This design comes from an exercise in tuning for small area, a short achievable clock period and few clock cycles per item on the open sky130 flow, not from production work. The RTL was checked by simulation tests, not by an equivalence proof against the original design. Power and IR drop assume default switching activity.

==> flow/design.v (excerpt) <==
module cidr_core (
    input  wire         clk,
    input  wire         rst,
    input  wire         cmd_valid,
    output wire         cmd_ready,
    input  wire [31:0]  cmd_word,
    input  wire [127:0] cmd_addr,
    output wire         rsp_valid,
    input  wire         rsp_ready,
    output wire [2:0]   rsp_status,
    output wire         rsp_info,
    output wire         rsp_flag,
    output wire [128:0] rsp_data
);
Settings: LEC_CHECK=0, ABC_AREA=1, CAP_MARGIN=20, CORE_MARGIN=2, CORE_UTILIZATION=40, CTS_BUF_LIST=sky130_fd_sc_hd__clkbuf_16, CTS_CLUSTER_DIAMETER=80, CTS_CLUSTER_SIZE=24, SETUP_SLACK_MARGIN=4.0, SLEW_MARGIN=20, TNS_END_PERCENT=0; clock period 6.0 ns.
standard.sh (not shown) runs the stock make flow with config.mk's settings and CLKGATE_MAP_FILE= SYNTH_SCRIPT=/design/flow/synth_recipe.tcl, a recipe that flattens the netlist after the stock synthesis.
==> flow/flow/run.sh <==
#!/bin/bash
# The standard layout (standard.sh, unchanged steps and settings), except
# that each input and output port is buffered with a plain buf_2 rather
# than the delay cell buffer_ports picks by default. make's full output
# goes to flow.log here; each ORFS step also keeps its own log under
# orfs/logs/.
set -euo pipefail
export BUFFER_PORTS_ARGS="-buffer_cell sky130_fd_sc_hd__buf_2"
bash standard.sh > flow.log 2>&1
Testbench counts at the start, summed over its fixed seeds: cycles 4,816, items 4,800.
Next try:
--- a/flow/config.mk
+++ b/flow/config.mk
@@ -13,5 +13,5 @@
 export CTS_CLUSTER_DIAMETER = 80
 export CTS_CLUSTER_SIZE = 24
-export SETUP_SLACK_MARGIN = 4.0
+export SETUP_SLACK_MARGIN = 3.5
 export SLEW_MARGIN = 20
 export TNS_END_PERCENT = 0
The changed run passed the timing, design-rule and antenna checks.
First-iteration DRC count is unchanged.
Cell area does not change.
Power stays the same.
Global-route usage stays the same.
Worst setup slack stays the same.
Register-to-register slack hardly moves.
Routed wire length does not change.
Final cell count does not change.
Area after synthesis stays the same.
Next try:
--- a/flow/config.mk
+++ b/flow/config.mk
@@ -13,5 +13,5 @@
 export CTS_CLUSTER_DIAMETER = 80
 export CTS_CLUSTER_SIZE = 24
-export SETUP_SLACK_MARGIN = 3.5
+export SETUP_SLACK_MARGIN = 3.0
 export SLEW_MARGIN = 20
 export TNS_END_PERCENT = 0
Result:
- The changed run finished clean
- global-route usage is lower by 0.27 points
- die area stays the same
- synthesized area stays the same
- final area is lower by a few percent
- count of clock-buffer cells in the layout is unchanged
- combinational power is lower by a few percent

== run A ==
cidr_core, a different RTL version from the one above (not shown whole).
Size: roughly 3300 cells after synthesis, about 900 flip-flops, ~300 I/O pins, ~41000 sq um of cells after synthesis.
Settings: LEC_CHECK=0, CAP_MARGIN=20, CORE_MARGIN=2, CORE_UTILIZATION=40, CTS_BUF_LIST=sky130_fd_sc_hd__clkbuf_16, CTS_CLUSTER_DIAMETER=80, CTS_CLUSTER_SIZE=24, SETUP_SLACK_MARGIN=3.0, SLEW_MARGIN=20, TNS_END_PERCENT=0; clock period 6.0 ns.
Scripts as last shown in full above: flow/flow/run.sh
The final layout from run A, which completed every stage, passed the timing, design-rule and antenna checks at the end of the flow.
Testbench counts of run A, summed over its fixed seeds: cycles 4,816, items 4,800.
Inputs modified between run A and run B:
==> flow/run.sh (new file) <==
#!/bin/bash
# synth_recipe.tcl (not shown) runs the flow's synth.tcl, then flattens the netlist and writes it again
# the make line also repeats each setting of config.mk as NAME=value (left out here)
make -C /OpenROAD-flow-scripts/flow DESIGN_CONFIG=/design/flow/config.mk WORK_HOME=/design/flow/orfs CLKGATE_MAP_FILE= SYNTH_SCRIPT=/design/flow/synth_recipe.tcl finish
--- a/flow/config.mk
+++ b/flow/config.mk
@@ -10 +10 @@
-export CORE_UTILIZATION = 40
+export CORE_UTILIZATION = 48
removed: flow/flow/run.sh
removed: flow/standard.sh
### Flow results
Run B vs run A, timing startpoint of the critical path: a_mask$_DFFE_PN_ vs a_rs[2]$_DFFE_PN_
Summary of the comparison: met2 layer usage reported by global route is higher in run B, relative to run A.
Row power after layout: run B higher / run A lower
Row number of buffers created by CTS: run B higher / run A lower
Portion of total power attributed to combinational logic: run B and run A compared, higher one is run A

Setup of build 90:
cidr_core again, from the RTL that the note above started with.
clock: 6.0 ns
lec_check: 0
abc_area: 1
cap_margin: 20
core_margin: 2
core_utilization: 40
cts_buf_list: sky130_fd_sc_hd__clkbuf_16
cts_cluster_diameter: 80
cts_cluster_size: 24
setup_slack_margin: 3.5
slew_margin: 20
tns_end_percent: 0
==> flow/flow/run.sh <==
#!/bin/bash
# The standard layout (standard.sh, unchanged steps and settings), except
# that each input and output port is buffered with a plain buf_2 rather
# than the delay cell buffer_ports picks by default. make's full output
# goes to flow.log here; each ORFS step also keeps its own log under
# orfs/logs/.
set -euo pipefail
export BUFFER_PORTS_ARGS="-buffer_cell sky130_fd_sc_hd__buf_2"
bash standard.sh > flow.log 2>&1
Build 90: all stages complete, timing, DRC and antenna checks passed
Testbench counts of build 90, summed over its fixed seeds: cycles 4,816, items 4,800.
Input changes introduced in build 20 (baseline for comparison: build 90):
Settings: SETUP_SLACK_MARGIN changed from 3.5 to 3.0; ABC_AREA removed (was 1).
==> flow/run.sh (new file) <==
#!/bin/bash
# synth_recipe.tcl (not shown) runs the flow's synth.tcl, then flattens the netlist and writes it again
# the make line also repeats each setting of config.mk as NAME=value (left out here)
make -C /OpenROAD-flow-scripts/flow DESIGN_CONFIG=/design/flow/config.mk WORK_HOME=/design/flow/orfs CLKGATE_MAP_FILE= SYNTH_SCRIPT=/design/flow/synth_recipe.tcl finish
removed: flow/flow/run.sh
removed: flow/standard.sh
### Flow results
- Routed wire length: higher on build 90
- Build 20 ended up with a higher utilization of the core after routing than build 90 did.
- Clock-cell share of area: build 90 vs build 20 — no meaningful difference
- On fraction of the yosys area taken by sequential cells: between build 20 and build 90, it ends up higher for build 20.
- Going from build 90 to build 20, die extent in x shows a reduction of 2.4%, synthesized net count shows a reduction of 24%, number of antenna-violating nets in the routed design shows no meaningful change, slew at the pin closest to its max-slew limit shows an increase of 82 ps.
- Summary — length in cells of the worst reg-to-reg path, build 20 relative to build 90: lower, by 4.
Inputs modified between build 20 and build 58:
Settings: SETUP_SLACK_MARGIN now 3.5, was 3.0.
[summary]
- Build 58 — maximum vdd drop 0.0000021 V higher, build 20 as reference
- | via count of the first global-routing pass | build 58 vs build 20 | ≈ equal |
- Status: clock skew parity (build 20, build 58)
- Detailed-route wire length essentially unchanged between build 20 and build 58.
- Setup slack: build 58 less than build 20

afterwards: timing with drivers on the ports:
No port has a modelled driver above. Below, the same layouts with a new extraction and two added sets of constraints.
Step 1 sets driving cells, clkbuf_16 on the clock port and buf_2 on the other inputs (assumed; they add their load-dependent delay and slew).
Step 2 adds t to the input delays and takes it off the output delays; t is the mean of the earliest and latest rising clock arrival at the registers after step 1. Input paths then give back, and output paths get back, about the clock's delay inside the block.
a / b / c = no drivers / after step 1 / after step 2; a / b = the first two.
run	t (ns)	setup WS [ns]	hold slack, ns	worst setup path after step 2
the first run of note 1	0.710	3.077 / 3.054 / 2.454	0.527 / 0.527 / 0.527	input to register
the second run of note 1	0.710	3.077 / 3.054 / 2.454	0.527 / 0.527 / 0.527	input to register
the third run of note 1	0.711	2.909 / 2.894 / 2.245	0.531 / 0.531 / 0.531	input to register
run A	0.731	2.630 / 2.630 / 2.138	0.508 / 0.508 / 0.508	input to register
run B	0.718	2.518 / 2.518 / 1.949	0.511 / 0.511 / 0.511	input to register
build 90	0.741	3.064 / 3.041 / 2.332	0.487 / 0.487 / 0.487	input to register
build 20	0.732	2.631 / 2.631 / 2.091	0.516 / 0.516 / 0.516	input to register
build 58	0.735	2.572 / 2.572 / 2.212	0.512 / 0.512 / 0.512	input to register
After both steps every run listed still meets setup and hold. The setup slack of build 90, which loses most, moves by -0.023 ns with the drivers and by -0.732 ns with both steps.
